This design comes from an exercise in tuning for small area, a short achievable clock period and few clock cycles per item on the open sky130 flow, not from production work. RTL that was checked went through simulation tests only; none was proved equivalent to the original. Power is estimated from default activity; no workload was simulated.

## main
==> flow/design.v <==
module pfc_pixel_encoder (
    input  wire        clk,
    input  wire        rst,         
    input  wire        in_valid,
    output wire        in_ready,
    input  wire [23:0] in_color,    
    input  wire [7:0]  in_bright,
    output wire        out_valid,
    input  wire        out_ready,
    output wire [7:0]  out_data,
    output wire        out_last     
);
    reg  [3:0]  fpos;       
    reg  [21:0] s_q;        
    reg  [1:0]  top_n;      
    reg  [7:0]  p_q;        
    reg  [7:0]  b_q;        
    reg  [1:0]  c_q;        
    reg  [1:0]  c11_q;      
    reg         cact;       
    reg         tk;         
    reg         ovalid;     
    reg         ovalid_o;   
    reg         last_q;     
    reg         irdy;       
    wire [1:0] lane = fpos[3:2];
    wire [1:0] step = fpos[1:0];
    wire f0  = (fpos == 4'd0);
    wire f10 = lane[1] & (step == 2'd2);
    wire f11 = lane[1] & (step == 2'd3);
    wire shift = ovalid ? out_ready : (~f0 | in_valid | tk);
    wire take  = irdy & in_valid;
    wire ld    = shift & in_valid & (f0 | (cact & ~f11));
    wire [7:0] c_lane = lane[1] ? in_color[7:0] : lane[0] ? in_color[15:8] : in_color[23:16];
    wire [1:0] c_sel  = c_lane[2 * step +: 2];
    wire       lane_start = (step == 2'd1);
    wire [1:0] cp   = f0 ? c11_q : c_q;
    wire [7:0] base = lane_start ? 8'd0 : p_q;
    wire [9:0] t    = {2'b00, base}
                    + (cp[0] ? {2'b00, b_q} : 10'd0)
                    + (cp[1] ? {1'b0, b_q, 1'b0} : 10'd0);
    wire [7:0] xl   = {s_q[1:0], s_q[3:2], s_q[5:4], s_q[7:6]};
    wire [8:0] cy;
    assign cy[0] = 1'b1;
    genvar i;
    generate
        for (i = 0; i < 8; i = i + 1) begin : g_conv
            assign cy[i+1] = (p_q[i] ^ xl[i]) ? cy[i] : p_q[i];
        end
    endgenerate
    wire [7:0] q = p_q + {7'd0, cy[8]};
    always @(posedge clk) begin
        if (rst) begin
            fpos   <= 4'd0;
            cact   <= 1'b0;
            tk     <= 1'b0;
            ovalid <= 1'b0;
            ovalid_o <= 1'b0;
            last_q <= 1'b1;
            irdy   <= 1'b0;
        end else begin
            if (shift) begin
                fpos   <= f11 ? 4'd0 : fpos + 4'd1;
                last_q <= f11;
                if (f0) begin
                    ovalid <= tk;
                    ovalid_o <= tk;
                    tk     <= 1'b0;
                end
            end
            if (ld & f0)
                cact <= 1'b1;
            if (ld & f10)
                irdy <= 1'b1;
            if (take) begin
                cact <= 1'b0;
                tk   <= 1'b1;
                irdy <= 1'b0;
            end
        end
    end
    always @(posedge clk) begin
        if (ld) begin
            c_q <= c_sel;
            b_q <= in_bright;
        end
        if (take)
            c11_q <= in_color[7:6];
        if (shift) begin
            p_q <= t[9:2];
            top_n <= ~s_q[21:20];
            if (lane_start)
                s_q <= {s_q[19:8], q, t[1:0]};
            else
                s_q <= {s_q[19:0], t[1:0]};
        end
    end
    assign in_ready  = irdy;
    assign out_valid = ovalid_o;
    assign out_last  = last_q;
    assign out_data  = {{3{top_n[0]}}, 2'b01, {3{top_n[1]}}};
endmodule
clock: 15.0 ns
lec_check: 0
cap_margin: 20
core_margin: 2
core_utilization: 40
slew_margin: 20
standard.sh (not shown) runs the stock make flow with config.mk's settings and CLKGATE_MAP_FILE= SYNTH_SCRIPT=/design/flow/synth_recipe.tcl, a recipe that flattens the netlist after the stock synthesis.
==> flow/flow/run.sh <==
#!/bin/bash
export BUFFER_PORTS_ARGS="-buffer_cell sky130_fd_sc_hd__buf_1"
export SETUP_SLACK_MARGIN=10.9
export CTS_ARGS="-repair_clock_nets -dont_use_dummy_load"
bash standard.sh > standard.log 2>&1
main: all stages complete, timing, DRC and antenna checks passed
Testbench counts of main, summed over its fixed seeds: cycles 24,688, items 2,048.
Input changes introduced in the feature branch (baseline for comparison: main):
--- a/flow/design.v
+++ b/flow/design.v
@@ -96,7 +96,7 @@
         end
     end
     assign in_ready  = irdy;
     assign out_valid = ovalid_o;
-    assign out_last  = last_q;
+    assign out_last  = f0;
     assign out_data  = {{3{top_n[0]}}, 2'b01, {3{top_n[1]}}};
 endmodule
### Flow results
- The feature branch completed end to end with timing, DRC and antenna clean.
- Multi-input logic area delta for the feature branch relative to main: 29 um2 higher
- Transition time at the pin with the least slew margin for the feature branch is lower than for main.
- Compared with main, final standard cell area without fillers in the feature branch increased by a few percent.
- Setup slack delta (the feature branch − main): unfavourable
- The feature branch — area growth from synthesis to layout 3.6 points higher, main as reference
- On the feature branch: combinational power is about 5% higher than what main gave.
- In the tables for the feature branch and main, maximum number of pins on one net before global-route repair reads lower with the feature branch.
- Changes observed in the feature branch relative to main: post-cts sizing count increased by 5 relative to the old numbers, multiplexer share of the synthesized area increased by 0.31 points relative to the old numbers, logic depth of the worst setup path including buffers decreased by 1 relative to the old numbers, sequential cell count decreased by 1 relative to the old numbers.
Only the layout flow was run in the feature branch; the RTL was not checked for function there.

Another version of the RTL of pfc_pixel_encoder (not shown whole).
For scale: roughly 260 cells after synthesis, about 47 I/O pins, ~0.0030 sq mm of cells after synthesis.
==> module pfc_pixel_encoder, before the edit <==
module pfc_pixel_encoder (
    input  wire        clk,
    input  wire        rst,         
    input  wire        in_valid,
    output wire        in_ready,
    input  wire [23:0] in_color,    
    input  wire [7:0]  in_bright,
    output wire        out_valid,
    input  wire        out_ready,
    output wire [7:0]  out_data,
    output wire        out_last     
);
    reg  [3:0]  fpos;       
    reg  [21:0] s_q;        
    reg  [1:0]  top_n;      
    reg  [7:0]  p_q;        
    reg  [7:0]  b_q;        
    reg  [1:0]  c_q;        
    reg  [1:0]  c11_q;      
    reg         cact;       
    reg         tk;         
    reg         ovalid;     
    reg         ovalid_o;   
    reg         last_q;     
    reg         irdy;       
    wire [1:0] lane = fpos[3:2];
    wire [1:0] step = fpos[1:0];
    wire f0  = (fpos == 4'd0);
    wire f10 = lane[1] & (step == 2'd2);
    wire f11 = lane[1] & (step == 2'd3);
    wire shift = ovalid ? out_ready : (~f0 | in_valid | tk);
    wire take  = irdy & in_valid;
    wire ld    = shift & in_valid & (f0 | (cact & ~f11));
    wire [7:0] c_lane = lane[1] ? in_color[7:0] : lane[0] ? in_color[15:8] : in_color[23:16];
    wire [1:0] c_sel  = c_lane[2 * step +: 2];
    wire       lane_start = (step == 2'd1);
    wire [1:0] cp   = f0 ? c11_q : c_q;
    wire [7:0] base = lane_start ? 8'd0 : p_q;
    wire [9:0] t    = {2'b00, base}
                    + (cp[0] ? {2'b00, b_q} : 10'd0)
                    + (cp[1] ? {1'b0, b_q, 1'b0} : 10'd0);
    wire [7:0] xl   = {s_q[1:0], s_q[3:2], s_q[5:4], s_q[7:6]};
    wire [8:0] cy;
    assign cy[0] = 1'b1;
    genvar i;
    generate
        for (i = 0; i < 8; i = i + 1) begin : g_conv
            assign cy[i+1] = (p_q[i] ^ xl[i]) ? cy[i] : p_q[i];
        end
    endgenerate
    wire [7:0] q = p_q + {7'd0, cy[8]};
    always @(posedge clk) begin
        if (rst) begin
            fpos   <= 4'd0;
            cact   <= 1'b0;
            tk     <= 1'b0;
            ovalid <= 1'b0;
            ovalid_o <= 1'b0;
            last_q <= 1'b1;
            irdy   <= 1'b0;
        end else begin
            if (shift) begin
                fpos   <= f11 ? 4'd0 : fpos + 4'd1;
                last_q <= f11;
                if (f0) begin
                    ovalid <= tk;
                    ovalid_o <= tk;
                    tk     <= 1'b0;
                end
            end
            if (ld & f0)
                cact <= 1'b1;
            if (ld & f10)
                irdy <= 1'b1;
            if (take) begin
                cact <= 1'b0;
                tk   <= 1'b1;
                irdy <= 1'b0;
            end
        end
    end
    always @(posedge clk) begin
        if (ld) begin
            c_q <= c_sel;
            b_q <= in_bright;
        end
        if (take)
            c11_q <= in_color[7:6];
        if (shift) begin
            p_q <= t[9:2];
            top_n <= ~s_q[21:20];
            if (lane_start)
                s_q <= {s_q[19:8], q, t[1:0]};
            else
                s_q <= {s_q[19:0], t[1:0]};
        end
    end
    assign in_ready  = irdy;
    assign out_valid = ovalid;
    assign out_last  = last_q;
    assign out_data  = {{3{top_n[0]}}, 2'b01, {3{top_n[1]}}};
endmodule
clock: 15.0 ns
lec_check: 0
cap_margin: 20
core_margin: 2
core_utilization: 40
slew_margin: 20
Scripts as last shown in full above: flow/flow/run.sh
The first run produced a clean layout.
==> next run, changes <==
--- a/flow/design.v
+++ b/flow/design.v
@@ -34,11 +34,10 @@
     wire [7:0] c_lane = lane[1] ? in_color[7:0] : lane[0] ? in_color[15:8] : in_color[23:16];
     wire [1:0] c_sel  = c_lane[2 * step +: 2];
     wire       lane_start = (step == 2'd1);
-    wire [1:0] cp   = f0 ? c11_q : c_q;
     wire [7:0] base = lane_start ? 8'd0 : p_q;
     wire [9:0] t    = {2'b00, base}
-                    + (cp[0] ? {2'b00, b_q} : 10'd0)
-                    + (cp[1] ? {1'b0, b_q, 1'b0} : 10'd0);
+                    + (c_q[0] ? {2'b00, b_q} : 10'd0)
+                    + (c_q[1] ? {1'b0, b_q, 1'b0} : 10'd0);
     wire [7:0] xl   = {s_q[1:0], s_q[3:2], s_q[5:4], s_q[7:6]};
     wire [8:0] cy;
     assign cy[0] = 1'b1;
@@ -84,6 +83,8 @@
             c_q <= c_sel;
             b_q <= in_bright;
         end
+        if (shift & f11)
+            c_q <= take ? c_sel : c11_q;
         if (take)
             c11_q <= in_color[7:6];
         if (shift) begin
@@ -96,7 +97,7 @@
         end
     end
     assign in_ready  = irdy;
-    assign out_valid = ovalid;
+    assign out_valid = ovalid_o;
     assign out_last  = last_q;
     assign out_data  = {{3{top_n[0]}}, 2'b01, {3{top_n[1]}}};
 endmodule
Final area falls by 0.61%.
Via count grows by 1.3%.
Power goes down by 1.8%.
Core utilization decreases by 0.52 points.
Hold slack gets better by 0.017 ns.
Global-route usage came out lower by 0.38 points.
Register-to-register slack loses 0.15 ns.
Wire length grows by 1.9%.
Cell count is higher by 1.8%.
Fmax shrinks by 1.9%.
Die area is higher by 0.72%.
Non-clock buffer count rose by 1.
No functional check of the RTL was part of any run of this note.

afterwards: timing with drivers on the ports:
No port has a modelled driver above. Below, the same layouts with a new extraction and two added sets of constraints.
Step 1 (the two cells are an assumption about what drives the block):
set clk [get_ports {clk}]
set_driving_cell -lib_cell sky130_fd_sc_hd__clkbuf_16 $clk
set_driving_cell -lib_cell sky130_fd_sc_hd__buf_2 [delete_from_list [all_inputs] $clk]
Step 2 also shifts input and output timing later by t, the mid clock arrival at the registers, as if the neighbouring blocks saw the same clock.
a / b / c = ideal ports / drivers / drivers and shift; a / b = the first two.
run | shift t [ns] | setup slack, ns | worst hold slack (ns)
main | 0.319 | 11.081 / 11.063 / 10.768 | 0.432 / 0.432 / 0.432
the feature branch | 0.320 | 10.786 / 10.760 / 10.796 | 0.412 / 0.412 / 0.412
the first run of note 2 | 0.320 | 11.056 / 11.057 / 10.737 | 0.409 / 0.409 / 0.409
the second run of note 2 | 0.329 | 10.981 / 10.990 / 10.661 | 0.426 / 0.426 / 0.426
After both steps every run listed still meets setup and hold. For the second run of note 2, which loses most, drivers alone change the setup slack by +0.009 ns; drivers and shift together by -0.320 ns.
